This is an optimization exercise on Yosys and OpenROAD, whose aim is small area, a short achievable clock period and few clock cycles per item, not a production implementation.
In this exercise RTL edits were held to simulation tests only and were not proved equivalent to the original.
Power figures rest on the tool's default switching activity, not on a simulated workload.

**flow/flow/run.sh**
```bash
#!/bin/bash
set -euo pipefail
bash standard.sh SETUP_SLACK_MARGIN=7 finish > flow_standard.log 2>&1
```
**flow/standard.sh**
```bash
#!/bin/bash
# synth_recipe.tcl (not shown) runs the flow's synth.tcl, then flattens the netlist and writes it again
# the make line also repeats each setting of config.mk as NAME=value (left out here)
make -C /OpenROAD-flow-scripts/flow DESIGN_CONFIG=/design/flow/config.mk WORK_HOME=/design/flow/orfs CLKGATE_MAP_FILE= SYNTH_SCRIPT=/design/flow/synth_recipe.tcl "${@:-finish}"
```
**flow/config.mk**
```make
export PLATFORM = sky130hd
export DESIGN_NAME = tcodec_scalar
export DESIGN_NICKNAME = tcodec_scalar
export VERILOG_FILES = /design/flow/design.v
export SDC_FILE = /design/flow/constraint.sdc
export NUM_CORES = 4
export LEC_CHECK = 0
export ABC_AREA = 1
export CAP_MARGIN = 20
export CORE_MARGIN = 2
export CORE_UTILIZATION = 50
export PLACE_DENSITY = 0.62
export SETUP_SLACK_MARGIN = 5
export SLEW_MARGIN = 20
export SYNTH_MEMORY_MAX_BITS = 16384
```
**flow/constraint.sdc**
```tcl
create_clock -name core_clock -period 12.0 [get_ports {clk}]
set_input_delay 2.4000 -clock core_clock [delete_from_list [all_inputs] [get_ports {clk}]]
set_output_delay 2.4000 -clock core_clock [all_outputs]
set_load 0.01 [all_outputs]
```
**flow/design.v**
```verilog
module tcodec_scalar (
  input  wire         clk,
  input  wire         rst,
  input  wire         start,
  input  wire [10:0]  cmd,
  input  wire [31:0]  arg,
  input  wire [127:0] tin,
  output reg          done,
  output wire [3:0]   err,
  output wire [7:0]   detail,
  output reg  [5:0]   err_addr,
  output reg  [31:0]  result,
  output reg  [127:0] tout
);
  localparam [3:0] D_OK          = 4'h0;
  localparam [3:0] D_RESERVED_OP = 4'h1;
  localparam [3:0] D_NONZERO_N   = 4'h3;
  localparam [3:0] D_N_RANGE     = 4'h5;
  localparam [3:0] D_BAD_TRIT    = 4'hA;
  localparam [3:0] D_NAN_VALUE   = 4'hB;
  reg st_idle;    
  reg st_dec;     
  reg st_psh;     
  reg st_dig;     
  reg st_post;    
  reg st_sfin;    
  reg st_div;     
  reg st_dfin;    
  reg pc_dig;     
  reg pc_shr;     
  reg fst;        
  reg x3f;        
  reg pend;       
  reg [3:0] qr;   
  reg x3r;        
  reg fstr;       
  reg  [3:0]   det;
  reg  [10:0]  cmd_r;
  reg  [31:0]  arg_r;
  reg  [127:0] R;
  reg  [6:0]   c1;       
  reg  [5:0]   c2;       
  reg          flag;     
  reg          ovf;      
  reg          sgn;      
  assign detail = {4'h0, det};
  assign err    = {1'b0, ~det[3] & ~det[2] & det[0], 1'b0, det[3] | det[2]};
  wire [3:0] op = cmd_r[3:0];
  wire [6:0] n  = cmd_r[10:4];
  wire [6:0] n_half = (n + 7'd1) >> 1;
  wire op_senc = (op == 4'd1);
  wire op_sdec = (op == 4'd2);
  wire op_pack = (op == 4'd3);
  wire op_unpk = (op == 4'd4);
  wire n_zero  = (n == 7'd0);
  wire n_big   = (n > 7'd64);
  genvar gi;
  integer t;
  wire [7:0]  i_exp  = arg[30:23];
  wire        i_zero = (i_exp <= 8'd24) | (i_exp >= 8'd127);
  wire [23:0] i_m    = i_zero ? 24'd0 : {1'b1, arg[22:0]};
  wire        i_sdec = (cmd[3:0] == 4'd2);
  wire [6:0]  i_n    = cmd[10:4];
  wire        i_nan  = (i_exp == 8'hFF) && (arg[22:0] != 23'd0);
  wire        i_go   = (cmd[3:0] == 4'd1) && (i_n != 7'd0) && (i_n <= 7'd64) && !i_nan;
  wire        i_p0   = i_zero | (i_exp == 8'd126);
  reg  [127:0] cap;
  always @(*) begin
    for (t = 0; t < 64; t = t + 1) begin
      if (i_sdec && !(t < i_n)) cap[2*t +: 2] = 2'b10;
      else                      cap[2*t +: 2] = tin[2*t +: 2];
    end
    if (cmd[3:0] == 4'd1) cap = {2'b00, 1'b1, i_m, 101'd0};
  end
  wire [7:0]  f_exp  = arg_r[30:23];
  wire [22:0] f_frac = arg_r[22:0];
  wire        f_neg  = arg_r[31];
  wire        f_nan  = (f_exp == 8'hFF) && (f_frac != 23'd0);
  wire        f_sat  = (f_exp >= 8'd127);           
  wire        f_tiny = (f_exp <= 8'd24);            
  wire [23:0] f_m    = (f_tiny | f_sat) ? 24'd0 : {1'b1, f_frac};
  wire [7:0]  f_p8   = 8'd126 - f_exp;
  wire [6:0]  f_p    = (f_tiny | f_sat) ? 7'd0 : f_p8[6:0];
  wire        f_p0   = (f_p == 7'd0);
  wire [6:0]  lim = op_pack ? 7'd5 : n;
  wire [63:0] tmask, tpos, tneg, tzero, tvoid, tbad;
  generate
    for (gi = 0; gi < 64; gi = gi + 1) begin : g_pl
      assign tmask[gi] = (gi < lim);
      assign tpos[gi]  =  R[2*gi] & ~R[2*gi+1];
      assign tneg[gi]  =  R[2*gi] &  R[2*gi+1];
      assign tzero[gi] = ~R[2*gi] & ~R[2*gi+1];
      assign tvoid[gi] = ~R[2*gi] &  R[2*gi+1];
      assign tbad[gi]  = tmask[gi] & tvoid[gi];
    end
  endgenerate
  wire t_neg, t_nz;
  tc_sign u_sign (.pos(tpos), .neg(tneg), .nz(t_nz), .sn(t_neg));
  wire       bad_found;
  wire [5:0] bad_idx;
  tc_lowest u_bad (.v(tbad), .found(bad_found), .idx(bad_idx));
  wire        f_in  = t_neg;
  wire        f_out = t_neg & ~st_dec;
  wire [63:0] go_p, go_n;
  tc_bk #(.W(64)) u_cp (.g(tneg), .p(tzero), .go(go_p));    
  wire [63:0] ca_c  = f_in ? {go_n[62:0], 1'b0} : {go_p[62:0], 1'b0};
  tc_bk #(.W(64)) u_cn (.g(tpos), .p(tzero), .go(go_n));    
  reg  [127:0] sdec_next;
  reg          s_n, s_p;
  always @(*) begin
    for (t = 0; t < 64; t = t + 1) begin
      s_p = f_in ? tneg[t] : tpos[t];      
      s_n = f_in ? tpos[t] : tneg[t];      
      sdec_next[2*t]   = (s_n & ca_c[t]) | tzero[t] | (s_p & ~ca_c[t]);
      sdec_next[2*t+1] = (((s_n & ca_c[t]) | (tzero[t] & ~ca_c[t])) ^
                          (f_out & sdec_next[2*t])) | tvoid[t];
    end
  end
  wire [125:0] G    = R[125:0];
  wire [129:0] ga   = {4'd0, G};
  wire [129:0] gb   = x3f ? {3'd0, G, 1'b0} : {G, 3'b000};
  wire [129:0] gg   = ga & gb;
  wire [129:0] gp   = ga ^ gb;
  wire [129:0] g_go;
  tc_bk #(.W(130)) u_add (.g(gg), .p(gp), .go(g_go));
  wire [129:0] gsum = gp ^ {g_go[128:0], 1'b0};
  wire [3:0]   qd   = x3f ? {2'b00, gsum[127:126]} : gsum[129:126];
  reg [1:0] d_hi, d_lo;
  always @(*) begin
    if (f_sat) begin
      d_hi = x3r ? 2'd1 : 2'd2;
      d_lo = 2'd2;
    end else if (x3r) begin
      d_hi = 2'd1;
      d_lo = qr[1:0];
    end else begin
      case (qr)
        4'd0: begin d_hi = 2'd0; d_lo = 2'd0; end
        4'd1: begin d_hi = 2'd0; d_lo = 2'd1; end
        4'd2: begin d_hi = 2'd0; d_lo = 2'd2; end
        4'd3: begin d_hi = 2'd1; d_lo = 2'd0; end
        4'd4: begin d_hi = 2'd1; d_lo = 2'd1; end
        4'd5: begin d_hi = 2'd1; d_lo = 2'd2; end
        4'd6: begin d_hi = 2'd2; d_lo = 2'd0; end
        4'd7: begin d_hi = 2'd2; d_lo = 2'd1; end
        default: begin d_hi = 2'd2; d_lo = 2'd2; end
      endcase
    end
  end
  function [1:0] dcode;
    input [1:0] d;
    input       ng;
    begin
      case (d)
        2'd0:    dcode = ng ? 2'b01 : 2'b11;
        2'd1:    dcode = 2'b00;
        default: dcode = ng ? 2'b11 : 2'b01;
      endcase
    end
  endfunction
  wire [3:0] pair = {dcode(d_hi, f_neg), dcode(d_lo, f_neg)};
  wire [127:0] tout_sh = ~pend ? tout : fstr ? {124'd0, pair} : {tout[123:0], pair};
  wire        adj_lt = ~f_sat & ~ovf & (R[125:101] < {1'b0, f_m});
  wire [1:0]  tt     = f_neg ? 2'b01 : 2'b11;       
  wire [63:0] at_x;
  generate
    for (gi = 0; gi < 64; gi = gi + 1) begin : g_ax
      assign at_x[gi] = (tout_sh[2*gi +: 2] == tt);
    end
  endgenerate
  wire [63:0] at_go;                                
  tc_bk #(.W(64)) u_at (.g(64'd1), .p({at_x[62:0], 1'b0}), .go(at_go));
  reg  [127:0] tout_adj;
  always @(*) begin
    for (t = 0; t < 64; t = t + 1) begin
      if (adj_lt & at_go[t]) begin
        if (at_x[t])                       tout_adj[2*t +: 2] = f_neg ? 2'b11 : 2'b01;
        else if (tout_sh[2*t +: 2] == 2'b00) tout_adj[2*t +: 2] = f_neg ? 2'b01 : 2'b11;
        else                               tout_adj[2*t +: 2] = 2'b00;
      end else
        tout_adj[2*t +: 2] = tout_sh[2*t +: 2];
    end
  end
  function [1:0] digit;             
    input [1:0] c;
    begin
      case (c)
        2'b11:   digit = 2'd0;
        2'b00:   digit = 2'd1;
        default: digit = 2'd2;
      endcase
    end
  endfunction
  wire [7:0] packed_byte = {6'd0, digit(R[1:0])}
                         + 8'd3  * {6'd0, digit(R[3:2])}
                         + 8'd9  * {6'd0, digit(R[5:4])}
                         + 8'd27 * {6'd0, digit(R[7:6])}
                         + 8'd81 * {6'd0, digit(R[9:8])};
  function [1:0] tcode;             
    input [7:0] d;
    begin
      case (d)
        8'd0:    tcode = 2'b11;
        8'd1:    tcode = 2'b00;
        default: tcode = 2'b01;
      endcase
    end
  endfunction
  wire [7:0] ub = arg_r[7:0];
  wire [9:0] unpacked = {tcode((ub / 8'd81) % 8'd3), tcode((ub / 8'd27) % 8'd3),
                         tcode((ub / 8'd9) % 8'd3),  tcode((ub / 8'd3) % 8'd3),
                         tcode(ub % 8'd3)};
  wire        qbit    = ~t_neg;
  wire [24:0] m_inc   = {1'b0, result[23:0]} + 25'd1;
  wire        m_ovf   = qbit & m_inc[24];
  wire [22:0] frac_f  = m_ovf ? 23'd0 : (qbit ? m_inc[22:0] : result[22:0]);
  wire [7:0]  exp_f   = {1'b0, c1} + {7'd0, m_ovf};
  wire        keep    = flag | qbit;
  wire [5:0]  c2_inc  = c2 + {5'd0, keep};
  reg  [3:0] dec_det;
  reg        dec_done;
  always @(*) begin
    dec_done = 1'b1;
    dec_det  = D_OK;
    if ((op == 4'd0) || (op > 4'd4))           dec_det = D_RESERVED_OP;
    else if ((op_pack | op_unpk) & ~n_zero)    dec_det = D_NONZERO_N;
    else if (op_pack) begin
      if (bad_found)                           dec_det = D_BAD_TRIT;
    end else if (op_senc) begin
      if (n_zero | n_big)                      dec_det = D_N_RANGE;
      else if (f_nan)                          dec_det = D_NAN_VALUE;
      else                                     dec_done = 1'b0;
    end else if (op_sdec) begin
      if (n_big)                               dec_det = D_N_RANGE;
      else if (n_zero)                         dec_det = D_OK;
      else if (bad_found)                      dec_det = D_BAD_TRIT;
      else if (t_nz)                           dec_done = 1'b0;
    end
  end
  wire a_shr = (st_dec & pc_shr) | st_psh;
  wire a_dig = (st_dec & pc_dig) | st_dig;
  always @(posedge clk) begin
    if (st_idle)      R <= cap;
    else if (a_shr)   R <= {R[127:125], 1'b0, R[124:1]};
    else if (st_post) R <= {R[127:126], R[124:0], 1'b0};
    else if (a_dig)   R <= {2'b00, gsum[125:0]};
    else              R <= sdec_next;
    if (st_idle) begin
      cmd_r  <= cmd;
      arg_r  <= arg;
      pc_dig <= i_go & i_p0;
      pc_shr <= i_go & ~i_p0;
      fst    <= 1'b1;
      x3f    <= i_n[0];
    end else if (a_dig) begin
      fst    <= 1'b0;
      x3f    <= 1'b0;
    end
    qr   <= qd;
    x3r  <= x3f;
    fstr <= fst;
  end
  always @(posedge clk) begin
    if (rst) begin
      st_idle  <= 1'b1;
      st_dec   <= 1'b0;
      st_psh   <= 1'b0;
      st_dig   <= 1'b0;
      st_post  <= 1'b0;
      st_sfin  <= 1'b0;
      st_div   <= 1'b0;
      st_dfin  <= 1'b0;
      done     <= 1'b0;
      det      <= D_OK;
      err_addr <= 6'd0;
      result   <= 32'd0;
      tout     <= 128'd0;
      pend     <= 1'b0;
    end else begin
      done <= 1'b0;
      pend <= a_dig;
      if (pend)
        tout <= tout_sh;
      if (st_idle && start) begin
        st_idle <= 1'b0;
        st_dec  <= 1'b1;
      end
      if (st_dec) begin
        st_dec <= 1'b0;
        c2     <= 6'd0;
        c1     <= 7'd127;
        flag   <= 1'b0;
        ovf    <= 1'b0;
        sgn    <= t_neg;
        if (dec_done) begin
          st_idle  <= 1'b1;
          done     <= 1'b1;
          det      <= dec_det;
          err_addr <= (dec_det == D_BAD_TRIT) ? bad_idx : 6'd0;
          if (dec_det == D_OK) begin
            if (op_pack) result <= {24'd0, packed_byte};
            if (op_sdec) result <= 32'd0;
            if (op_unpk) tout   <= {118'd0, unpacked};
          end
        end else if (op_senc) begin
          if (!f_p0) begin                     
            c1 <= f_p - 7'd1;
            c2 <= n_half[5:0];
            if (f_p == 7'd1) st_dig <= 1'b1;
            else             st_psh <= 1'b1;
          end else begin                       
            c1 <= 7'd0;
            c2 <= n_half[5:0] - 6'd1;
            if (n_half == 7'd1) st_sfin <= 1'b1;
            else                st_dig  <= 1'b1;
          end
        end else
          st_div <= 1'b1;
      end
      if (st_psh) begin
        c1 <= c1 - 7'd1;
        if (c1 == 7'd1) begin
          st_psh <= 1'b0;
          st_dig <= 1'b1;
        end
      end
      if (st_dig) begin
        c2 <= c2 - 6'd1;
        if (c2 == 6'd1) begin
          c1     <= f_p;
          st_dig <= 1'b0;
          if (f_p0) st_sfin <= 1'b1;
          else      st_post <= 1'b1;
        end
      end
      if (st_post) begin
        ovf <= ovf | R[125];
        c1  <= c1 - 7'd1;
        if (c1 == 7'd1) begin
          st_post <= 1'b0;
          st_sfin <= 1'b1;
        end
      end
      if (st_sfin) begin
        tout     <= tout_adj;
        det      <= D_OK;
        err_addr <= 6'd0;
        done     <= 1'b1;
        st_sfin  <= 1'b0;
        st_idle  <= 1'b1;
      end
      if (st_div) begin
        if (!flag) c1 <= c1 - 7'd1;
        if (qbit) flag <= 1'b1;
        if (keep) result <= {result[30:0], qbit};
        c2 <= c2_inc;
        if (c2_inc == 6'd24) begin
          st_div  <= 1'b0;
          st_dfin <= 1'b1;
        end
      end
      if (st_dfin) begin
        result   <= {sgn, exp_f, frac_f};
        det      <= D_OK;
        err_addr <= 6'd0;
        done     <= 1'b1;
        st_dfin  <= 1'b0;
        st_idle  <= 1'b1;
      end
    end
  end
endmodule
module tc_bk #(parameter W = 8) (
  input  wire [W-1:0] g,
  input  wire [W-1:0] p,
  output reg  [W-1:0] go
);
  reg [W-1:0] pp;
  integer l, i;
  always @(*) begin
    go = g;
    pp = p;
    for (l = 1; l < W; l = l * 2)
      for (i = 2 * l - 1; i < W; i = i + 2 * l) begin
        go[i] = go[i] | (pp[i] & go[i-l]);
        pp[i] = pp[i] & pp[i-l];
      end
    for (l = W; l >= 1; l = l / 2)
      for (i = 3 * l - 1; i < W; i = i + 2 * l)
        go[i] = go[i] | (pp[i] & go[i-l]);
  end
endmodule
module tc_sign (
  input  wire [63:0] pos,
  input  wire [63:0] neg,
  output wire        nz,
  output wire        sn
);
  reg [63:0] z, s;
  integer l, i;
  always @(*) begin
    z = pos | neg;
    s = neg;
    for (l = 1; l < 64; l = l * 2)
      for (i = 0; i < 64; i = i + 2 * l) begin
        s[i] = z[i+l] ? s[i+l] : s[i];
        z[i] = z[i] | z[i+l];
      end
  end
  assign nz = z[0];
  assign sn = s[0];
endmodule
module tc_lowest (
  input  wire [63:0] v,
  output wire        found,
  output wire [5:0]  idx
);
  reg [63:0]  f;
  reg [383:0] x;
  integer l, i, k;
  always @(*) begin
    f = v;
    x = 384'd0;
    k = 0;
    for (l = 1; l < 64; l = l * 2) begin
      for (i = 0; i < 64; i = i + 2 * l) begin
        if (!f[i]) x[6*i +: 6] = x[6*(i+l) +: 6] | l[5:0];
        f[i] = f[i] | f[i+l];
      end
    end
  end
  assign found = f[0];
  assign idx   = x[5:0];
endmodule
```
==> results of run 1 <==
## per-layer routing
layer	share of wire [%]	vias up	wire length (um)	track usage, %
met5	0.0063	-	12	0
met4	6.2	2	11950	20.63
met3	9.4	640	17950	6.843
met2	45	2842	86730	63.45
met1	39	25525	74870	47.64
li1	-	26391	-	-
## through the flow
stage / setup WS [ps] / std cells
after floorplan: 7029 / 7610
after global placement: 5513 / 8817
after detailed placement: 5436 / 8817
after CTS: 6899 / 9033
after global routing: 6631 / 9148
final: 6773 / 9156
## sequential cells by signal (all words and copies together), names as in the netlist, 4 cells and up
| register | flops |
|---|---|
| c1 | 7 |
| R | 128 |
| arg_r | 32 |
| c2 | 6 |
| cmd_r | 11 |
| det | 4 |
| err_addr | 6 |
| qr | 4 |
| tout | 128 |
| result | 32 |
## layout make-up
class	instances	area (sq um)	area share (%)
repair buffers	626	6167	11.19
flip-flops and latches	377	8225	14.92
clock buffers	81	1584	2.873
inverters	996	3824	6.936
multi-input cells	5877	33670	61.07
well taps	1176	1471	2.669
diodes	8	20.02	0.03631
clock inverters	15	168.9	0.3064
## worst max path at each step
stage           start  endpoint  slack [ps]
4_1_cts        R[124]   tout[2]        6900
3_5_place_dp      x3f    R[124]        5440
5_1_grt           x3f    R[122]        6630
3_3_place_gp      x3f    R[124]        5510
6_report          x3f     qr[2]        6770
2_1_floorplan     x3f    R[124]        7030
## synthesized netlist by cell type, types with 21 or more instances
| cell | count |
|---|---|
| fa_1 | 72 |
| a22oi_1 | 51 |
| nor3_1 | 101 |
| o22ai_1 | 208 |
| edfxtp_1 | 66 |
| a32o_1 | 23 |
| inv_2 | 26 |
| buf_2 | 34 |
| o21ai_0 | 870 |
| o221ai_1 | 61 |
| mux2_2 | 24 |
| dfxtp_1 | 311 |
| nor2_1 | 770 |
| a211oi_1 | 21 |
| a21oi_1 | 488 |
| nand3_1 | 413 |
| nand2_1 | 1758 |
| nand2_2 | 41 |
| buf_1 | 42 |
| ha_1 | 235 |
| nand4_1 | 92 |
| o21ai_1 | 22 |
| a31oi_1 | 55 |
| xor2_1 | 72 |
| nor4_1 | 31 |
| clkbuf_1 | 274 |
| o211ai_1 | 154 |
| xnor2_1 | 57 |
| inv_1 | 958 |
## repair_timing
item / 4_1_cts / 5_1_grt
endpoints found under the setup margin: 299 / 281
pin swaps: 57 / 229
cloned: 10 / 3
resized for setup: 163 / 409
setup buffers: 110 / 112
## cells by family (layout without fill, tap and decap cells)
kind of cell / after synthesis / after routing / synth area share, %
other: 1 / 14 / 0.008253
buffers and inverters: 1361 / 1718 / 11.50
flip-flops: 377 / 377 / 18.06
AO/OA/AOI/OAI: 2096 / 2096 / 26.89
AND/OR/NAND/NOR: 3305 / 3310 / 30.64
multiplexers: 25 / 25 / 0.6168
XOR/XNOR: 133 / 133 / 2.630
adder cells (fa/ha/maj): 307 / 307 / 9.643
## worst max-delay path, delay by kind of cell, from the launching register on
kind | cells | cell delay [ps]
buf+inv | 12 | 1420
flops | 1 | 420
compound gates | 5 | 890
simple gates | 19 | 1770
fa+ha+maj | 2 | 540
## power groups by stage
stage | Combinational (mW) | Sequential, mW | Clock, mW
6_report | 5.99 | 1.75 | 1.66
3_5_place_dp | 4.98 | 1.76 | 0
5_1_grt | 6.62 | 1.78 | 1.71
2_1_floorplan | 3.88 | 1.60 | 0
4_1_cts | 5.32 | 1.73 | 1.66
3_3_place_gp | 4.92 | 1.76 | 0
==> impl_metrics.toml, run 1 <==
[route]
vias = 55400
drt_wl_total_um = 191500
drc = 0
drt_iter0_drc = 5884
firstDrtPassIters = 7
ant_nets = 0
routed_via_density = 6.051
wire_per_inst_um = 20.92

[setup_path]
cp_data_required_time_ps = 12530
rrSetupSlack_ps = 6770
slowest_stage = "edfxtp_1"
critical_path.startpoint_type = "flop"
worstSetupPathType = "flop to flop"
crit_path_max_fanout = 6
reg2reg_from = "x3f"
reg2reg_to = "qr[2]"
arrival_ps = 5750
endpoint_kind = "flop"
reg2reg_depth = 38
max_stage_delay_ps = 420

[final_layout]
area_growth_pct = 21.32
layout_common_cells = "1,686 x nand2_1, 931 x inv_1, 811 x o21ai_0"
layout_commonest_cell = "nand2_1"
final_core_util_pct = 61.25
fill_cells = 8689
final_cell_area_sq_um = 55130
drive_above_1_share_pct = 10.84
num-nets-final = 8410

[timing]
final_hold_viol_count = 0
fmax_ghz = 0.1913
tightest_slew_ps = 1273
clock_skew_ps = 40.60
rsz0062_at_grt = "true"
fin_crit_ps = 5227
setup_viol = 0
fin_crit_sh_pct = 43.56
drv_slew = 0
hold_ws_ps = 359.0
slew_headroom_pct = 14.82
tns_ps = 0

[worst_hold_path]
min-delay-start = "fst"
hold_path_end = "fstr"
hold_depth = 0
min_path_type = "flop to flop"

[cts]
path_clk_slew_ps = 70
cts_htree_levels = 2
insertion_delay_ps = 690
clock-sinks = 377
holdBufCountCts = 0
root_buffer = "clkbuf_16"
cts_tree = "yes"
clk_path_buf_depth = 3
numCtsBuffers = 51

[power_and_ir_drop]
switching_share_pct = 50.09
pwr-share-clk_pct = 17.7
switchingPower_mw = 4.704
power.leakage_nw = 23.28
power_density_nw_per_um2 = 170.4
internal_power_mw = 4.687
power_frac_seq_pct = 18.6
totalPowerFinal_mw = 9.392
irDropWorstVdd_uv = 140.2
pwr-share-comb_pct = 63.7

[global_route]
overflow = 0
grt_pass1_wl_um = 285500
grt_usage_pct = 38.45
antenna_found_initial = 2
grt_max_degree = 112
grt_pass1_vias = 50219

[synthesis]
syn_avg_cell_area_sq_um = 5.975
yosys_warnings = 5
yosysUniqueCellTypes = 83
synth_top_area_share_pct = 14.52
synth_top_area_cell = "nand2_1"
synth_flop_cell = "dfxtp_1"
synthTopCellsByArea = "nand2_1 15%, dfxtp_1 14%, o21ai_0 9.6%"
synth_edf_count = 66
seq_area_frac_synth_pct = 18.06
async_flop_share_pct = 0
syn-cell-area_sq_um = 45440
ys_ff_latch = 377
synthCells = 7605

[die]
dieHeight_um = 305.5
start_util_pct = 50.48
die_width_um = 305.5
num_rows = 110
die_area_sq_um = 93310
ios = 353
coreArea_sq_um = 90010

[placed_design]
gp_congestion = 0.9798
portBuffers = 346
placed_cell_area_sq_um = 49380
place_hpwl_um = 131900

[run_status]
outcome = "timing/DRC/antenna clean"

[run]
cap_violations = 0
Testbench counts, summed over its fixed seeds: cycles 173,790, items 8,000.
==> run 2: changes to the inputs <==
--- a/flow/design.v
+++ b/flow/design.v
@@ -29,10 +29,9 @@
   reg pc_dig;     
   reg pc_shr;     
-  reg fst;        
   reg x3f;        
   reg pend;       
   reg [3:0] qr;   
+  reg [6:0] lz;   
   reg x3r;        
-  reg fstr;       
   reg  [3:0]   det;
   reg  [10:0]  cmd_r;
@@ -107,11 +106,10 @@
   tc_bk #(.W(64)) u_cn (.g(tpos), .p(tzero), .go(go_n));    
   reg  [127:0] sdec_next;
-  reg          s_n, s_p;
+  reg          x;
   always @(*) begin
     for (t = 0; t < 64; t = t + 1) begin
-      s_p = f_in ? tneg[t] : tpos[t];      
-      s_n = f_in ? tpos[t] : tneg[t];      
-      sdec_next[2*t]   = (s_n & ca_c[t]) | tzero[t] | (s_p & ~ca_c[t]);
-      sdec_next[2*t+1] = (((s_n & ca_c[t]) | (tzero[t] & ~ca_c[t])) ^
+      x = R[2*t+1] ^ f_in;                  
+      sdec_next[2*t]   = tzero[t] | (R[2*t] & ~(ca_c[t] ^ x));
+      sdec_next[2*t+1] = (((R[2*t] & x & ca_c[t]) | (tzero[t] & ~ca_c[t])) ^
                           (f_out & sdec_next[2*t])) | tvoid[t];
     end
@@ -160,24 +158,39 @@
   endfunction
   wire [3:0] pair = {dcode(d_hi, f_neg), dcode(d_lo, f_neg)};
-  wire [127:0] tout_sh = ~pend ? tout : fstr ? {124'd0, pair} : {tout[123:0], pair};
-  wire        adj_lt = ~f_sat & ~ovf & (R[125:101] < {1'b0, f_m});
-  wire [1:0]  tt     = f_neg ? 2'b01 : 2'b11;       
-  wire [63:0] at_x;
-  generate
-    for (gi = 0; gi < 64; gi = gi + 1) begin : g_ax
-      assign at_x[gi] = (tout_sh[2*gi +: 2] == tt);
+  wire [24:0] cm_a   = R[125:101];
+  wire [24:0] cm_b   = ~{1'b0, f_m};
+  wire [24:0] cm_go;                                 
+  tc_bk #(.W(25)) u_cm (.g((cm_a & cm_b) | {24'd0, cm_a[0] | cm_b[0]}),
+                        .p(cm_a ^ cm_b), .go(cm_go));
+  wire        adj_lt = ~f_sat & ~ovf & ~cm_go[24];   
+  wire        lo0    = (d_lo == 2'd0);
+  wire        hi0    = (d_hi == 2'd0);
+  wire [6:0]  lz_nx  = ~lo0 ? 7'd0 : ~hi0 ? 7'd1 : lz + 7'd2;
+  wire        a_go   = st_sfin & adj_lt;
+  wire [1:0]  a_lo   = ~a_go ? d_lo : lo0 ? 2'd2 : d_lo - 2'd1;
+  wire [1:0]  a_hi   = ~(a_go & lo0) ? d_hi : hi0 ? 2'd2 : d_hi - 2'd1;
+  wire        a_up   = a_go & lo0 & hi0;             
+  reg  [7:0]  h_lt, h_eq, l_lt, l_eq;
+  always @(*) begin
+    for (t = 0; t < 8; t = t + 1) begin
+      h_lt[t] = (t < lz[6:3]);
+      h_eq[t] = (t == lz[6:3]);
+      l_lt[t] = (t < lz[2:0]);
+      l_eq[t] = (t == lz[2:0]);
     end
-  endgenerate
-  wire [63:0] at_go;                                
-  tc_bk #(.W(64)) u_at (.g(64'd1), .p({at_x[62:0], 1'b0}), .go(at_go));
+  end
   reg  [127:0] tout_adj;
+  reg          z_below, z_at;
   always @(*) begin
-    for (t = 0; t < 64; t = t + 1) begin
-      if (adj_lt & at_go[t]) begin
-        if (at_x[t])                       tout_adj[2*t +: 2] = f_neg ? 2'b11 : 2'b01;
-        else if (tout_sh[2*t +: 2] == 2'b00) tout_adj[2*t +: 2] = f_neg ? 2'b01 : 2'b11;
-        else                               tout_adj[2*t +: 2] = 2'b00;
-      end else
-        tout_adj[2*t +: 2] = tout_sh[2*t +: 2];
+    tout_adj[3:0] = {dcode(a_hi, f_neg), dcode(a_lo, f_neg)};
+    for (t = 0; t < 62; t = t + 1) begin
+      z_below = a_up & (h_lt[t/8] | (h_eq[t/8] & l_lt[t%8]));
+      z_at    = a_up & h_eq[t/8] & l_eq[t%8];
+      if (z_below)                                      
+        tout_adj[2*t+4 +: 2] = {f_neg, 1'b1};
+      else if (z_at)                                    
+        tout_adj[2*t+4 +: 2] = (tout[2*t +: 2] == 2'b00) ? {~f_neg, 1'b1} : 2'b00;
+      else
+        tout_adj[2*t+4 +: 2] = tout[2*t +: 2];
     end
   end
@@ -251,13 +264,12 @@
       pc_dig <= i_go & i_p0;
       pc_shr <= i_go & ~i_p0;
-      fst    <= 1'b1;
       x3f    <= i_n[0];
     end else if (a_dig) begin
-      fst    <= 1'b0;
       x3f    <= 1'b0;
     end
-    qr   <= qd;
-    x3r  <= x3f;
-    fstr <= fst;
+    if (a_dig) begin
+      qr  <= qd;
+      x3r <= x3f;
+    end
   end
   always @(posedge clk) begin
@@ -279,7 +291,9 @@
     end else begin
       done <= 1'b0;
-      pend <= a_dig;
-      if (pend)
-        tout <= tout_sh;
+      if (a_dig) pend <= 1'b1;
+      if ((pend & a_dig) | st_sfin) begin
+        tout <= tout_adj;
+        lz   <= lz_nx;
+      end
       if (st_idle && start) begin
         st_idle <= 1'b0;
@@ -304,4 +318,6 @@
           end
         end else if (op_senc) begin
+          tout <= 128'd0;
+          lz   <= 7'd0;
           if (!f_p0) begin                     
             c1 <= f_p - 7'd1;
@@ -343,5 +359,5 @@
       end
       if (st_sfin) begin
-        tout     <= tout_adj;
+        pend     <= 1'b0;
         det      <= D_OK;
         err_addr <= 6'd0;
@@ -376,4 +392,14 @@
   output reg  [W-1:0] go
 );
+  function integer tc_top;
+    input integer w;
+    integer k;
+    begin
+      tc_top = 1;
+      for (k = 0; k < 16; k = k + 1)
+        if (2 * tc_top < w) tc_top = 2 * tc_top;
+    end
+  endfunction
+  localparam integer TOP = tc_top(W);
   reg [W-1:0] pp;
   integer l, i;
@@ -386,5 +412,5 @@
         pp[i] = pp[i] & pp[i-l];
       end
-    for (l = W; l >= 1; l = l / 2)
+    for (l = TOP; l >= 1; l = l / 2)
       for (i = 3 * l - 1; i < W; i = i + 2 * l)
         go[i] = go[i] | (pp[i] & go[i-l]);
==> run 2 against run 1 <==
  * Routed wire length fell by 5.1%
  * Critical path depth fell by 30
  * Largest cell class unchanged
  * Still clean
  * Design area fell by 7.6%
  * Synthesized area fell by 4.0%
  * Maximum frequency rose by 2.2%
  * Power fell by 2.3%
  * Core utilization fell by 2.5 points
  * Register-to-register slack improved by 320 ps
  * Worst setup slack improved by 110 ps
  * Clock skew rose by 9.1 ps
  * Via count fell by 7.1%
==> impl_metrics.toml, run 2 <==
[timing]
rsz0062_at_grt = "true"
clock_skew_ps = 49.73
fin_crit_ps = 5113
hold_ws_ps = 496.2
fin_ws_ps = 6887
final_hold_viol_count = 0
fin_crit_sh_pct = 42.61
tns_ps = 0
drv_slew = 0
slew_headroom_pct = 26.32
setup_viol = 0
tightest_slew_ps = 1104
fmax_ghz = 0.1956

[route]
routed_via_density = 6.026
drt_iter0_drc = 5176
wl_met3_um = 17830
wl_met2_um = 80330
firstDrtPassIters = 8
ant_nets = 0
routedLengthMet1_um = 72540
drc = 0
drt_wl_total_um = 181800
vias = 51477
top_layer = "met5"
wire_per_inst_um = 21.28

[setup_path]
cp_data_required_time_ps = 12550
reg2reg_depth = 19
critical_path.startpoint_type = "primary input"
crit_path_max_fanout = 6
worstSetupPathType = "primary input to flop"
reg2reg_from = "R[56]"
endpoint_kind = "flop"
rrSetupSlack_ps = 7090
reg2reg_to = "R[29]"
arrival_ps = 5660

[global_route]
grt_usage_pct = 38.88
grt_pass1_wl_um = 274500
overflow = 0
grt_pass1_vias = 46696
antenna_found_initial = 3
grt_max_degree = 146

[synthesis]
syn-cell-area_sq_um = 43640
yosysUniqueCellTypes = 88
synth_edf_count = 78
synth_most_common_cell = "nand2_1"
synth_flop_cell = "dfxtp_1"
seq_area_frac_synth_pct = 19.31
synthCells = 7122
async_flop_share_pct = 0
yosys_warnings = 6
syn_avg_cell_area_sq_um = 6.127
ys_ff_latch = 382
synth_top_area_share_pct = 13.95
synth_top_area_cell = "dfxtp_1"
synth.top_cells.by_count = "1,604 x nand2_1, 922 x o21ai_0, 798 x nor2_1, 794 x inv_1, 430 x a21oi_1"
synthTopCellsByArea = "dfxtp_1 14%, nand2_1 14%, o21ai_0 11%"

[worst_hold_path]
min-delay-start = "result[31]"
hold_path_end = "result[31]"
hold_depth = 2
min_path_type = "flop to flop"

[final_layout]
final_core_util_pct = 58.78
layout_common_cells = "1,577 x nand2_1, 906 x o21ai_0, 773 x inv_1, 773 x nor2_1, 425 x a21oi_1"
num-nets-final = 7828
reg_top3 = "R (128), tout (128)"
area_growth_pct = 16.68
drive_above_1_share_pct = 7.242
layout_commonest_cell = "nand2_1"
final_cell_count_no_fill = 8543
fill_cells = 8703

[power_and_ir_drop]
switching_share_pct = 50.76
power.leakage_nw = 22.31
power_density_nw_per_um2 = 180.2
power_frac_seq_pct = 19.2
irDropWorstVdd_uv = 160.6
switchingPower_mw = 4.657
internal_power_mw = 4.518
pwr-share-comb_pct = 62.0
pwr-share-clk_pct = 18.8

[run]
cap_violations = 0

[placed_design]
portBuffers = 346
place_hpwl_um = 133600
post-place-ws_ps = 4629
gp_congestion = 1.001
post-place-cells = 8359

[cts]
clock-sinks = 382
root_buffer = "clkbuf_16"
insertion_delay_ps = 700
numCtsBuffers = 52
clk_path_buf_depth = 3
cts_htree_levels = 2
cts_tree = "yes"
holdBufCountCts = 0
path_clk_slew_ps = 60

[die]
dieHeight_um = 299.4
coreArea_sq_um = 86620
die_width_um = 299.4
start_util_pct = 50.38
die_area_sq_um = 89650
num_rows = 108
ios = 353

[run_status]
outcome = "timing/DRC/antenna clean"
==> run 2: cell types whose count changed after synthesis, sizes merged, moves of 20 or more <==
| cell | delta |
|---|---|
| buf | -23 |
| xor2 | +84 |
| nor3 | -35 |
| o221ai | -21 |
| nand3b | +20 |
| nand2 | -149 |
| o211ai | -75 |
| clkbuf | -25 |
| o21ai | +75 |
| mux2 | -24 |
| a21oi | -56 |
| a22oi | -41 |
| o22ai | -93 |
| inv | -154 |
==> run 2: what timing repair did <==
action                                  4_1_cts  5_1_grt
setup buffers                                24       57
resized for setup                            77      117
hold endpoints to repair                      0        0
endpoints found under the setup margin      269      268
gates cloned                                  3        2
pin swaps                                    17       38
==> run 2: cell families after synthesis <==
kind of cell,share of synthesized area (%)
adders and majority gates,10.13
and+or+nand+nor,30.62
buffers and inverters,10.38
xor gates and xnor gates,4.671
other,0.008594
AOI/OAI and AO/OA,24.81
DFF,19.31
muxes,0.06882
==> run 2: worst max path at each step <==
stage	startpoint	to	slack (ps)	cells after the start
2_1_floorplan	x3f	R[94]	7320	29
3_3_place_gp	x3f	R[94]	4760	29
3_5_place_dp	x3f	R[94]	4630	29
4_1_cts	cmd_r[3]	err_addr[1]	7010	29
5_1_grt	arg_r[6]	tout[6]	6930	35
6_report	cmd[5]	R[25]	6890	8
==> run 2: layout make-up <==
type / instances / area [sq um] / share of cell area (%)
clock inverter: 32 / 407.9 / 0.8011
inverter: 838 / 3196 / 6.276
multi-input combinational: 5591 / 31270 / 61.41
clock buffer: 65 / 1461 / 2.870
timing repair buffer: 479 / 4693 / 9.218
antenna: 1 / 2.502 / 0.004915
tap: 1155 / 1445 / 2.838
sequential: 382 / 8439 / 16.58
==> run 2: through the flow <==
step / cell area (sq um) / power [mW]
after global placement: 47630 / 6.978
after floorplan: 43650 / 5.597
after CTS: 50070 / 8.882
after global routing: 50910 / 9.873
final: 50910 / 9.175
after detailed placement: 47650 / 7.041
==> run 2: critical path, stage by stage <==
cell and delay, ps:
clkdlybuf4s50_1 950, nand2_1 450, nand2_1 530, inv_1 290
a31oi_1 640, inv_1 80, o21ai_0 220, nand2_1 80
==> run 2: metal layers <==
metal  up-vias  track usage, %
li1      24471               -
met1     23840           50.23
met2      2667           62.19
met3       495           6.429
met4         4           20.70
met5         -               0
==> run 2: power groups by stage <==
stage                     clock network [mW]  registers [mW]  logic (mW)
after floorplan                            0            1.61        3.98
after global placement                     0            1.79        5.19
after detailed placement                   0            1.78        5.26
after CTS                               1.74            1.75        5.39
after global routing                    1.79            1.79        6.29
final                                   1.73            1.76        5.69
Testbench counts of run 2, summed over its fixed seeds: cycles 173,790, items 8,000.
==> run 3: changes to the inputs <==
==> flow/flow/run.sh (replaced) <==
#!/bin/bash
set -euo pipefail
bash standard.sh SETUP_SLACK_MARGIN=7.5 \
  "BUFFER_PORTS_ARGS=-buffer_cell sky130_fd_sc_hd__buf_1" finish > flow_standard.log 2>&1
==> run 3 against run 2 <==
  * Critical endpoint is now R[110]
  * Largest cell class unchanged
  * Flip-flop and latch count stayed put
  * Still clean on timing, DRC and antenna
  * Worst setup slack better by 300 ps
  * Worst hold slack worse by 7.7 ps
==> impl_metrics.toml, run 3 <==
[final_layout]
multiInputGateArea_sq_um = 32470
area_growth_pct = 17.06
reg_top3 = "R (128), tout (128)"
num-nets-final = 7944
drive_above_1_share_pct = 11.48
fill_cells = 8666
layout_commonest_cell = "nand2_1"
regArea_sq_um = 8468
layout_common_cells = "1,522 x nand2_1, 849 x o21ai_0, 755 x inv_1"

[cts]
holdBufCountCts = 0
root_buffer = "clkbuf_16"
clock-sinks = 382
clk_path_buf_depth = 3
numCtsBuffers = 50
insertion_delay_ps = 680
cts_tree = "yes"
path_clk_slew_ps = 70
cts_htree_levels = 2

[synthesis]
seq_area_frac_synth_pct = 19.31
yosysUniqueCellTypes = 88
syn_avg_cell_area_sq_um = 6.127
synth.top_cells.by_count = "1,604 x nand2_1, 922 x o21ai_0, 798 x nor2_1, 794 x inv_1, 430 x a21oi_1"
synth_top_area_cell = "dfxtp_1"
yosys_warnings = 6
synth_top_area_share_pct = 13.95
synthCells = 7122
synth_flop_cell = "dfxtp_1"
ys_ff_latch = 382
async_flop_share_pct = 0
synth_edf_count = 78
syn-cell-area_sq_um = 43640
synth_most_common_cell = "nand2_1"
synthTopCellsByArea = "dfxtp_1 14%, nand2_1 14%, o21ai_0 11%"

[timing]
slew_headroom_pct = 25.25
fin_crit_sh_pct = 40.11
rsz0062_at_grt = "true"
fin_crit_ps = 4813
drv_slew = 0
clock_skew_ps = 36.78
final_hold_viol_count = 0
fmax_ghz = 0.2078
setup_viol = 0
tightest_slew_ps = 1120
tns_ps = 0

[route]
wire_per_inst_um = 21.67
drt_wl_total_um = 187600
firstDrtPassIters = 7
drc = 0
ant_nets = 0
vias = 52231
routed_via_density = 6.032
drt_iter0_drc = 5504

[setup_path]
worstSetupPathType = "flop to flop"
critical_path_buf_inv_count = 2
reg2reg_depth = 29
arrival_ps = 5390
crit_family = "compound AO/OA/AOI/OAI gates"
reg2reg_to = "R[110]"
reg2reg_from = "x3f"
cp_data_required_time_ps = 12580
crit_path_max_fanout = 6
max_stage_delay_ps = 530
rrSetupSlack_ps = 7190
critical_path.startpoint_type = "flop"
slowest_stage = "fa_2"
endpoint_kind = "flop"

[placed_design]
portBuffers = 346
gp_congestion = 1.011
place_hpwl_um = 133500

[global_route]
grt_pass1_vias = 46620
grt_usage_pct = 39.13
antenna_found_initial = 5
grt_pass1_wl_um = 275400
overflow = 0
grt_max_degree = 143

[worst_hold_path]
hold_path_end = "err_addr[1]"
min_path_type = "flop to flop"
min-delay-start = "err_addr[1]"
hold_depth = 2

[run]
cap_violations = 0

[power_and_ir_drop]
power_density_nw_per_um2 = 188.7
irDropWorstVdd_uv = 203.2
totalPowerFinal_mw = 9.640
power.leakage_nw = 22.32

[die]
start_util_pct = 50.38
die_width_um = 299.4
die_area_sq_um = 89650
ios = 353
dieHeight_um = 299.4
num_rows = 108
coreArea_sq_um = 86620

[run_status]
outcome = "timing/DRC/antenna clean"
==> run 3: cell families (layout without fill, tap and decap cells) <==
| group | count (synthesis) | in the layout | share of synthesized area [%] |
|---|---|---|---|
| and+or+nand+nor | 3145 | 3146 | 30.62 |
| AOI/OAI and AO/OA | 1895 | 1895 | 24.81 |
| buffers and inverters | 1155 | 1529 | 10.38 |
| DFF | 382 | 382 | 19.31 |
| adders and majority gates | 310 | 310 | 10.13 |
| xor gates and xnor gates | 231 | 231 | 4.671 |
| muxes | 3 | 3 | 0.06882 |
| other | 1 | 8 | 0.008594 |
==> run 3: repair_timing <==
item	in CTS	in global routing
setup buffers	60	129
endpoints found under the hold margin	0	0
pin swaps	83	227
setup endpoints to repair	313	298
resized for setup	221	371
gates cloned	5	6
==> run 3: area by class of cell <==
cell class,count,area share (%)
inverter,838,6.393
multi-input combinational,5591,63.57
tap,1155,2.829
timing repair inverter,1,0.01225
antenna,2,0.009798
clock buffer,76,3.035
timing repair buffer,596,7.153
sequential,382,16.58
clock inverter,18,0.4164
==> run 3: worst max-delay path by stage <==
stage,cells past startpoint,slack (ps),to,start
2_1_floorplan,32,7510,R[125],x3f
3_3_place_gp,30,5830,R[125],x3f
3_5_place_dp,28,5730,R[94],x3f
4_1_cts,31,7190,R[125],x3f
5_1_grt,29,7010,R[110],x3f
6_report,29,7190,R[110],x3f
==> run 3: layer usage <==
layer / wire (um) / up-vias / GRT usage [%]
met1: 74540 / 24383 / 50.63
met2: 83040 / 2576 / 62.90
li1: - / 24713 / -
met5: 13 / - / 0
met3: 17470 / 557 / 5.791
met4: 12540 / 2 / 21.01
==> run 3: through the flow <==
step                      instance area [sq um]  hold slack [ps]  util (%)  worst slack [ps]  cells
final                                     51080            488.4     58.97              7187   8659
after global routing                      51070            509.9     58.96              7006   8657
after CTS                                 48610            484.6     56.12              7194   8522
after detailed placement                  45510            473.5     52.54              5731   8363
after global placement                    45510            467.4     52.54              5830   8363
after floorplan                           43660            446.9         -              7510   7127
==> run 3: worst register-to-register path, delay by kind of cell, from the launching register on <==
kind / cells / cell delay (ps)
AOI/OAI and AO/OA: 11 / 1710
and+or+nand+nor: 14 / 1330
adders and majority gates: 2 / 910
DFF: 1 / 440
buffers and inverters: 2 / 300
==> run 3: where the power goes <==
part           switching (mW)  internal (mW)
clock                   0.707          0.941
combinational            3.89           2.34
sequential              0.320           1.44
total                    4.92           4.72
==> run 4: changes to the inputs <==
--- a/flow/design.v
+++ b/flow/design.v
@@ -30,4 +30,9 @@
   reg pc_shr;     
   reg x3f;        
+  reg slowf;      
+  reg [1:0] ck;   
+  reg cf;         
+  reg [2:0] p3;   
+  reg p1;         
   reg pend;       
   reg [3:0] qr;   
@@ -64,4 +69,5 @@
   wire        i_go   = (cmd[3:0] == 4'd1) && (i_n != 7'd0) && (i_n <= 7'd64) && !i_nan;
   wire        i_p0   = i_zero | (i_exp == 8'd126);
+  wire        i_slow = ~i_zero & (i_exp < 8'd117);
   reg  [127:0] cap;
   always @(*) begin
@@ -72,4 +78,6 @@
     if (cmd[3:0] == 4'd1) cap = {2'b00, 1'b1, i_m, 101'd0};
   end
+  wire a_shr = (st_dec & pc_shr) | st_psh;
+  wire a_dig = (st_dec & pc_dig) | st_dig;
   wire [7:0]  f_exp  = arg_r[30:23];
   wire [22:0] f_frac = arg_r[22:0];
@@ -115,13 +123,19 @@
     end
   end
-  wire [125:0] G    = R[125:0];
-  wire [129:0] ga   = {4'd0, G};
-  wire [129:0] gb   = x3f ? {3'd0, G, 1'b0} : {G, 3'b000};
-  wire [129:0] gg   = ga & gb;
-  wire [129:0] gp   = ga ^ gb;
-  wire [129:0] g_go;
-  tc_bk #(.W(130)) u_add (.g(gg), .p(gp), .go(g_go));
-  wire [129:0] gsum = gp ^ {g_go[128:0], 1'b0};
-  wire [3:0]   qd   = x3f ? {2'b00, gsum[127:126]} : gsum[129:126];
+  wire         top  = ~slowf | (ck == 2'd3);
+  wire         cut  = slowf & ~top;               
+  wire [35:0]  ga   = slowf ? {R[31:0], 4'd0} : R[127:92];
+  wire [37:0]  g2   = {1'b0, ga, 1'b0};            
+  wire [37:0]  g8   = {ga[34:0], 3'b000};          
+  wire [37:0]  gb   = x3f ? {g2[37], g2[36] & ~cut, g2[35:5], g2[4] | p1, g2[3:0]}
+                          : {g8[37:36] & {2{~cut}}, g8[35:7], g8[6:4] | p3, g8[3:0]};
+  wire [37:0]  ca   = {2'b00, ga};
+  wire [37:0]  gg   = (ca & gb) | {34'd0, cf, 3'd0};    
+  wire [37:0]  gp   = ca ^ gb;
+  wire [37:0]  g_go;
+  tc_bk #(.W(38)) u_add (.g(gg), .p(gp), .go(g_go));
+  wire [37:0]  gsum = gp ^ {g_go[36:0], 1'b0};
+  wire [3:0]   qd   = x3f ? {2'b00, gsum[35:34]} : gsum[37:34];
+  wire         a_step = a_dig & top;              
   reg [1:0] d_hi, d_lo;
   always @(*) begin
@@ -171,13 +185,13 @@
   wire [1:0]  a_hi   = ~(a_go & lo0) ? d_hi : hi0 ? 2'd2 : d_hi - 2'd1;
   wire        a_up   = a_go & lo0 & hi0;             
-  reg  [7:0]  h_lt, h_eq, l_lt, l_eq;
-  always @(*) begin
-    for (t = 0; t < 8; t = t + 1) begin
-      h_lt[t] = (t < lz[6:3]);
-      h_eq[t] = (t == lz[6:3]);
-      l_lt[t] = (t < lz[2:0]);
-      l_eq[t] = (t == lz[2:0]);
+  wire [7:0]  h_lt, h_eq, l_lt, l_eq;
+  generate
+    for (gi = 0; gi < 8; gi = gi + 1) begin : g_lz
+      assign h_lt[gi] = (gi < lz[6:3]);
+      assign h_eq[gi] = (gi == lz[6:3]);
+      assign l_lt[gi] = (gi < lz[2:0]);
+      assign l_eq[gi] = (gi == lz[2:0]);
     end
-  end
+  endgenerate
   reg  [127:0] tout_adj;
   reg          z_below, z_at;
@@ -251,11 +265,11 @@
     end
   end
-  wire a_shr = (st_dec & pc_shr) | st_psh;
-  wire a_dig = (st_dec & pc_dig) | st_dig;
+  wire [127:0] r_dig = ~slowf ? {2'b00, gsum[33:0], R[91:0]} :
+                       top    ? {2'b00, gsum[33:4], R[127:32]} : {gsum[35:4], R[127:32]};
   always @(posedge clk) begin
     if (st_idle)      R <= cap;
     else if (a_shr)   R <= {R[127:125], 1'b0, R[124:1]};
     else if (st_post) R <= {R[127:126], R[124:0], 1'b0};
-    else if (a_dig)   R <= {2'b00, gsum[125:0]};
+    else if (a_dig)   R <= r_dig;
     else              R <= sdec_next;
     if (st_idle) begin
@@ -265,11 +279,23 @@
       pc_shr <= i_go & ~i_p0;
       x3f    <= i_n[0];
-    end else if (a_dig) begin
+      slowf  <= i_slow;
+    end else if (a_step) begin
       x3f    <= 1'b0;
     end
-    if (a_dig) begin
+    if (a_step) begin
       qr  <= qd;
       x3r <= x3f;
     end
+    if (a_dig & ~top) begin
+      ck <= ck + 2'd1;
+      cf <= gsum[36];
+      p3 <= ga[35:33];
+      p1 <= ga[35];
+    end else begin
+      ck <= 2'd0;
+      cf <= 1'b0;
+      p3 <= 3'd0;
+      p1 <= 1'b0;
+    end
   end
   always @(posedge clk) begin
@@ -291,6 +317,6 @@
     end else begin
       done <= 1'b0;
-      if (a_dig) pend <= 1'b1;
-      if ((pend & a_dig) | st_sfin) begin
+      if (a_step) pend <= 1'b1;
+      if ((pend & a_step) | st_sfin) begin
         tout <= tout_adj;
         lz   <= lz_nx;
@@ -341,5 +367,5 @@
         end
       end
-      if (st_dig) begin
+      if (st_dig & top) begin
         c2 <= c2 - 6'd1;
         if (c2 == 6'd1) begin
==> run 4 against run 3 <==
  * Via count fell by 3.6%
  * Core utilization is 0.56 points higher
  * Sequential power up 5%
  * Combinational power is 14% lower
  * Worst hold slack got worse by 15 ps
  * Die area fell by 5.8%
  * Routed wire length is 3.9% higher
  * Synthesized cell count down 7.2%
  * Largest power group unchanged
  * Highest routed layer unchanged
==> impl_metrics.toml, run 4 <==
[timing]
clock_skew_ps = 22.46
fmax_ghz = 0.2112
drv_slew = 0
fin_crit_ps = 4736
final_hold_viol_count = 0
tns_ps = 0
tightest_slew_ps = 1073
setup_viol = 0
fin_crit_sh_pct = 39.47
rsz0062_at_grt = "true"
slew_headroom_pct = 28.49

[route]
routed_via_density = 6.224
drt_iter0_drc = 6139
drt_wl_total_um = 194900
ant_nets = 0
drc = 0
vias = 50374
wire_per_inst_um = 24.08
firstDrtPassIters = 6

[cts]
holdBufCountCts = 0
root_buffer = "clkbuf_16"
clk_path_buf_depth = 3
insertion_delay_ps = 640
path_clk_slew_ps = 70
numCtsBuffers = 49
cts_htree_levels = 2
clock-sinks = 389
cts_tree = "yes"

[run]
cap_violations = 0

[final_layout]
area_growth_pct = 18.47
layout_commonest_cell = "nand2_1"
final_cell_count_no_fill = 8093
fill_cells = 8142
largest_register_ffs = 128
largest_register = "tout"
layout_common_cells = "1,408 x nand2_1, 780 x inv_1, 709 x o21ai_0"
final_cell_area_sq_um = 48640
reg_top3 = "tout (128), R (127)"
drive_above_1_share_pct = 12.29
num-nets-final = 7322

[setup_path]
reg2reg_depth = 28
crit_path_max_fanout = 6
reg2reg_to = "R[126]"
cp_data_required_time_ps = 12510
critical_path_buf_inv_count = 3
arrival_ps = 5240
reg2reg_from = "slowf"
crit_family = "buffers and inverters"
critPathMostFrequentCell = "inv_1"
worstSetupPathType = "primary input to flop"
max_stage_delay_ps = 630
endpoint_kind = "flop"
rrSetupSlack_ps = 7270
path_cells = "buf_1 > nand2_1 > inv_1 > nor2_1 > inv_1 > a21oi_1 > o22ai_1 > a2bb2oi_1"
critical_path.startpoint_type = "primary input"
slowest_stage = "a21oi_1"

[die]
coreArea_sq_um = 81720
start_util_pct = 50.25
die_area_sq_um = 84430
ios = 353
num_rows = 105
dieHeight_um = 290.6
die_width_um = 290.6

[worst_hold_path]
hold_path_end = "ck[0]"
hold_depth = 1
min_path_type = "flop to flop"
min-delay-start = "ck[0]"

[synthesis]
seq_area_frac_synth_pct = 23.13
synth_most_common_cell = "nand2_1"
async_flop_share_pct = 0
syn_avg_cell_area_sq_um = 6.213
synthCells = 6609
synthTopCellsByArea = "nand2_1 13%, edfxtp_1 13%, dfxtp_1 11%"
synth_flop_cell = "dfxtp_1"
syn-cell-area_sq_um = 41060
synth_top_area_share_pct = 13.26
synth_edf_count = 171
yosys_warnings = 6
synth_top_area_cell = "nand2_1"
yosysUniqueCellTypes = 83
ys_ff_latch = 389
synth.top_cells.by_count = "1,450 x nand2_1, 820 x inv_1, 775 x o21ai_0, 677 x nor2_1, 500 x a21oi_1"

[power_and_ir_drop]
power_density_nw_per_um2 = 182.2
power.leakage_nw = 21.06
irDropWorstVdd_uv = 164.4

[placed_design]
post-place-cells = 7756
gp_congestion = 1.062
portBuffers = 346
placed_cell_area_sq_um = 42820
place_hpwl_um = 138000

[global_route]
grt_pass1_wl_um = 280600
antenna_found_initial = 17
grt_pass1_vias = 44573
overflow = 0
grt_max_degree = 113
grt_usage_pct = 43.17

[run_status]
outcome = "timing/DRC/antenna clean"
[run 4: cell count changes in the layout (fill, tap and decap cells not counted), sizes merged, moves of 39 or more]
cell	before	now
nand3	404	318
nor2	822	697
o21ai	971	829
nand2	1654	1509
a21oi	435	504
nand4	106	67
edfxtp	78	171
dfxtp	304	218
ha	238	148
fa	72	27
o211ai	79	139
[run 4: stage by stage]
stage / hold WS [ps] / utilization, % / power [mW] / worst slack (ps)
after floorplan: 399.2 / - / 4.979 / 7501
after global placement: 410.3 / 52.41 / 6.116 / 5575
after detailed placement: 426.3 / 52.41 / 6.143 / 5555
after CTS: 436.0 / 56.82 / 8.161 / 7278
after global routing: 489.7 / 59.50 / 9.382 / 7032
final: 473.8 / 59.53 / 8.863 / 7264
[run 4: worst max-delay path by stage]
stage,start,endpoint,slack (ps),depth (start not counted)
floorplan,slowf,R[126],7500,29
global placement,cmd[3],R[44],5580,11
detailed placement,cmd[1],R[35],5550,11
CTS,slowf,R[126],7280,28
global route,slowf,R[121],7030,33
finish,cmd[4],R[116],7260,8
[run 4: cells by family (layout without fill, tap and decap cells)]
family,count (synthesis),after routing,share of synthesized area (%)
compound gates,1862,1862,26.18
xor+xnor,187,187,4.044
fa+ha+maj,175,175,5.826
buf+inv,1198,1595,11.36
flops,389,389,23.13
mux,16,16,0.3900
other cells,1,16,0.009133
simple gates,2781,2783,29.06
[run 4: where the power goes]
part | leakage [nW] | internal [mW] | switching, mW
registers | 3.56 | 1.54 | 0.313
clock network | 0.856 | 0.979 | 0.666
logic | 16.6 | 2.03 | 3.33
total | 21.1 | 4.55 | 4.31
[run 4: repair_timing]
| item | CTS | global route |
|---|---|---|
| pin swaps | 69 | 138 |
| resized for setup | 201 | 316 |
| endpoints found under the setup margin | 412 | 337 |
| buffers inserted | 97 | 119 |
| hold endpoints to repair | 0 | 0 |
| gates cloned | 14 | 6 |
[run 4: layout make-up]
cell class | count | area (sq um) | share of cell area (%)
repair buffers | 636 | 4199 | 8.632
well taps | 1070 | 1339 | 2.752
multi-input cells | 5029 | 28420 | 58.42
diodes | 10 | 25.02 | 0.05144
repair inverters | 2 | 16.27 | 0.03344
flip-flops and latches | 389 | 9525 | 19.58
inverters | 866 | 3369 | 6.927
clock buffers | 69 | 1421 | 2.922
clock inverters | 22 | 332.8 | 0.6842
[run 4: layer usage]
metal | up-vias | routed length, um | GRT usage (%)
met5 | - | 95 | 0
met4 | 14 | 15370 | 27.54
met3 | 747 | 23660 | 10.25
met2 | 3275 | 82440 | 65.42
met1 | 23290 | 73330 | 55.09
li1 | 23048 | - | -
Testbench counts of run 4, summed over its fixed seeds: cycles 174,021, items 8,000.
==> run 5: changes to the inputs <==
--- a/flow/design.v
+++ b/flow/design.v
@@ -48,4 +48,5 @@
   reg          ovf;      
   reg          sgn;      
+  reg          ps;       
   assign detail = {4'h0, det};
   assign err    = {1'b0, ~det[3] & ~det[2] & det[0], 1'b0, det[3] | det[2]};
@@ -108,5 +109,4 @@
   tc_lowest u_bad (.v(tbad), .found(bad_found), .idx(bad_idx));
   wire        f_in  = t_neg;
-  wire        f_out = t_neg & ~st_dec;
   wire [63:0] go_p, go_n;
   tc_bk #(.W(64)) u_cp (.g(tneg), .p(tzero), .go(go_p));    
@@ -119,6 +119,5 @@
       x = R[2*t+1] ^ f_in;                  
       sdec_next[2*t]   = tzero[t] | (R[2*t] & ~(ca_c[t] ^ x));
-      sdec_next[2*t+1] = (((R[2*t] & x & ca_c[t]) | (tzero[t] & ~ca_c[t])) ^
-                          (f_out & sdec_next[2*t])) | tvoid[t];
+      sdec_next[2*t+1] = (R[2*t] & x & ca_c[t]) | (tzero[t] & ~ca_c[t]) | tvoid[t];
     end
   end
@@ -238,5 +237,6 @@
                          tcode((ub / 8'd9) % 8'd3),  tcode((ub / 8'd3) % 8'd3),
                          tcode(ub % 8'd3)};
-  wire        qbit    = ~t_neg;
+  wire        p_neg   = t_nz & (ps ^ t_neg);       
+  wire        qbit    = ~p_neg;
   wire [24:0] m_inc   = {1'b0, result[23:0]} + 25'd1;
   wire        m_ovf   = qbit & m_inc[24];
@@ -333,4 +333,5 @@
         ovf    <= 1'b0;
         sgn    <= t_neg;
+        ps     <= 1'b0;
         if (dec_done) begin
           st_idle  <= 1'b1;
@@ -395,4 +396,5 @@
         if (!flag) c1 <= c1 - 7'd1;
         if (qbit) flag <= 1'b1;
+        ps <= p_neg;
         if (keep) result <= {result[30:0], qbit};
         c2 <= c2_inc;
==> run 5 against run 4 <==
  * Combinational power is 24% lower
  * Clock skew is 7.5 ps higher
  * Still clean on timing, DRC and antenna
  * Clock-buffer cell count is 6 higher
  * Design area is 3.4% lower
  * Worst hold slack worse by 44 ps
  * Clock power hardly changed
  * Sequential power is 6% lower
  * Synthesized area is 4.8% lower
  * Cell count is 5.6% lower
  * Synthesized cell count is 7.0% lower
  * Critical endpoint is now err_addr[3]
  * Routed wire length is 5.8% lower
==> impl_metrics.toml, run 5 <==
[run_status]
outcome = "timing/DRC/antenna clean"

[global_route]
grt_max_degree = 113
use_met1_pct = 53.25
grt_pass1_vias = 42464
overflow = 0
top_usage_layer = "met2"
grtUsageMet2_pct = 64.93
antenna_found_initial = 16
grt_util_met3_pct = 8.248
grt_pass1_wl_um = 263900
grt_usage_pct = 42.34

[route]
wire_per_inst_um = 24.01
firstDrtPassIters = 9
drc = 0
ant_nets = 0
drt_wl_total_um = 183500
drt_iter0_drc = 6203
vias = 47514
routed_via_density = 6.217

[timing]
tightest_slew_ps = 1052
fmax_ghz = 0.2110
fin_crit_ps = 4739
rsz0062_at_grt = "true"
final_hold_viol_count = 0
clock_skew_ps = 29.95
slew_headroom_pct = 29.86
setup_viol = 0
tns_ps = 0
drv_slew = 0
fin_crit_sh_pct = 39.49

[cts]
clk_path_buf_depth = 3
clock-sinks = 390
insertion_delay_ps = 670
cts_htree_levels = 2
holdBufCountCts = 0
numCtsBuffers = 52
cts_tree = "yes"
root_buffer = "clkbuf_16"
path_clk_slew_ps = 60

[setup_path]
worstSetupStartpoint = "arg_r[3]"
reg2reg_depth = 17
max_stage_delay_ps = 580
path_cells = "buf_6 > buf_6 > buf_12 > buf_4 > nor2_1 > inv_1 > nor3_1 > nand4_1 > nand2_1 > nand2_1 > inv_1 > o21ai_0 > nor2_1 > inv_1 > nor2_1 > o2111ai_1 > a21oi_1"
endpoint_kind = "flop"
rrSetupSlack_ps = 7260
arrival_ps = 5310
worstSetupPathType = "flop to flop"
crit_path_max_fanout = 8
slowest_stage = "o2111ai_1"
cp-endpoint = "err_addr[3]"
reg2reg_to = "err_addr[3]"
reg2reg_from = "arg_r[3]"
cp_data_required_time_ps = 12570
critical_path.startpoint_type = "flop"

[run]
cap_violations = 0

[die]
dieHeight_um = 283.6
die_width_um = 283.6
start_util_pct = 50.45
die_area_sq_um = 80410
num_rows = 102
ios = 353
coreArea_sq_um = 77470

[power_and_ir_drop]
totalPowerFinal_mw = 7.474
irDropWorstVdd_uv = 141.5
power_density_nw_per_um2 = 159.1
power.leakage_nw = 20.19

[synthesis]
synthXorXnorAreaFrac_pct = 2.882
synthTopCellsByArea = "edfxtp_1 13%, nand2_1 11%, dfxtp_1 11%"
yosysUniqueCellTypes = 85
synthCells = 6146
yosys_warnings = 6
seq_area_frac_synth_pct = 24.38
synth_top_family_by_area = "compound AO/OA/AOI/OAI gates"
muxShareOfSynthArea_pct = 0.4130
syn-cell-area_sq_um = 39080
ys_ff_latch = 390
async_flop_share_pct = 0
synth_top_area_share_pct = 13.22
synthAdderAreaFrac_pct = 6.218
synth_most_common_cell = "nand2_1"
synth-simple-area-share_pct = 26.26
syn_avg_cell_area_sq_um = 6.358
synth_edf_count = 172
synth-compound-area-share_pct = 27.91
synth_top_area_cell = "edfxtp_1"
synth_flop_cell = "dfxtp_1"
synth.top_cells.by_count = "1,174 x nand2_1, 868 x inv_1, 695 x nor2_1, 619 x o21ai_0, 436 x a21oi_1"

[placed_design]
portBuffers = 346
place_hpwl_um = 127600
gp_congestion = 1.059
post-place-cells = 7293
placed_cell_area_sq_um = 40920

[final_layout]
final_cell_count_no_fill = 7642
largest_register_ffs = 128
reg_top3 = "tout (128), R (127)"
num-nets-final = 6908
area_growth_pct = 20.20
largest_register = "tout"
layout_commonest_cell = "nand2_1"
final_cell_area_sq_um = 46970
drive_above_1_share_pct = 12.94
layout_common_cells = "1,081 x nand2_1, 816 x inv_1, 644 x nor2_1"

[worst_hold_path]
min_path_type = "flop to flop"
==> run 5: timing repair <==
| item | CTS | global route |
|---|---|---|
| cloned | 14 | 8 |
| resized for setup | 184 | 386 |
| setup buffers | 102 | 125 |
| setup endpoints to repair | 308 | 290 |
| pin swaps | 32 | 151 |
==> run 5: cells by family after synthesis <==
kind of cell,count (synthesis)
adder cells (fa/ha/maj),178
flip-flops,390
XOR/XNOR,126
buffers and inverters,1206
AND/OR/NAND/NOR,2431
other,1
multiplexers,16
AO/OA/AOI/OAI,1798
==> run 5: routing by layer <==
metal,share of wire (%),vias to the layer above
met5,0.050,-
met4,9.0,14
met3,11,741
met2,43,2962
met1,37,21930
li1,-,21867
==> run 5: area by class of cell <==
cell class | instances | area (sq um)
diodes | 3 | 7.507
clock buffers | 75 | 1479
clock inverters | 22 | 252.7
fillers | 7540 | 30500
inverters | 915 | 3557
multi-input cells | 4558 | 26740
flip-flops and latches | 390 | 9544
well taps | 1040 | 1301
repair buffers | 634 | 4054
repair inverters | 5 | 33.78
==> run 5: power breakdown <==
group,switching (mW),internal [mW]
Sequential,0.222,1.52
Combinational,2.61,1.48
Clock,0.709,0.926
==> run 5: through the flow <==
stage / util (%) / hold slack, ps / worst slack [ps]
3_3_place_gp: 52.82 / 413.1 / 5741
2_1_floorplan: - / 399.2 / 7552
5_1_grt: 60.62 / 456.5 / 7126
3_5_place_dp: 52.82 / 418.9 / 5572
4_1_cts: 57.37 / 426.8 / 7485
6_report: 60.63 / 429.8 / 7261
==> run 5: worst min path at each step <==
stage                  to  depth (start not counted)  slack, ps   from
detailed placement  ck[0]                          1        420  ck[0]
global placement    ck[0]                          1        410  ck[0]
floorplan           ck[0]                          1        400  ck[0]
CTS                 ck[0]                          1        430  ck[0]
global route        ck[0]                          1        460  ck[0]
finish              ck[0]                          1        430  ck[0]
==> run 5: worst max-delay path, delay by kind of cell, from the launching register on <==
kind / cells / cell delay (ps)
buf+inv: 7 / 960
flops: 1 / 470
compound gates: 3 / 1020
simple gates: 7 / 2210
Testbench counts of run 5, summed over its fixed seeds: cycles 174,021, items 8,000.

[static timing again, ports no longer ideal]
The results above use ideal ports. As a check the final layouts listed here were re-extracted and re-timed, cells and wires unchanged.
Step 1 assumes that a clkbuf_16 drives the clock port and a buf_2 every other input.
Step 2, shift: input delay + t, output delay - t, t = (earliest + latest rising clock arrival at the registers) / 2. This alone moves slack from input paths to output paths.
Three values: no drivers, after step 1, after step 2; two values: the first two.
| run | t (ns) | slack for setup (ns) | worst hold slack (ns) | slew at the worst register clock pin (ns) | worst data-port slew with drivers (ns) |
|---|---|---|---|---|---|
| run 1 | 0.742 | 6.773 / 6.773 / 6.248 | 0.359 / 0.359 / 0.359 | 0.07 / 0.07 | 0.14 |
| run 2 | 0.752 | 6.887 / 6.934 / 6.182 | 0.496 / 0.496 / 0.496 | 0.07 / 0.07 | 0.07 |
| run 3 | 0.740 | 7.187 / 7.187 / 6.722 | 0.488 / 0.488 / 0.488 | 0.07 / 0.07 | 0.15 |
| run 4 | 0.696 | 7.264 / 7.272 / 6.618 | 0.474 / 0.474 / 0.474 | 0.07 / 0.07 | 0.09 |
| run 5 | 0.728 | 7.261 / 7.261 / 6.771 | 0.430 / 0.430 / 0.430 | 0.07 / 0.07 | 0.14 |
After both steps setup and hold are still met in every run listed. The setup slack of run 2, which loses most, moves by +0.047 ns with the drivers and by -0.705 ns with both steps.
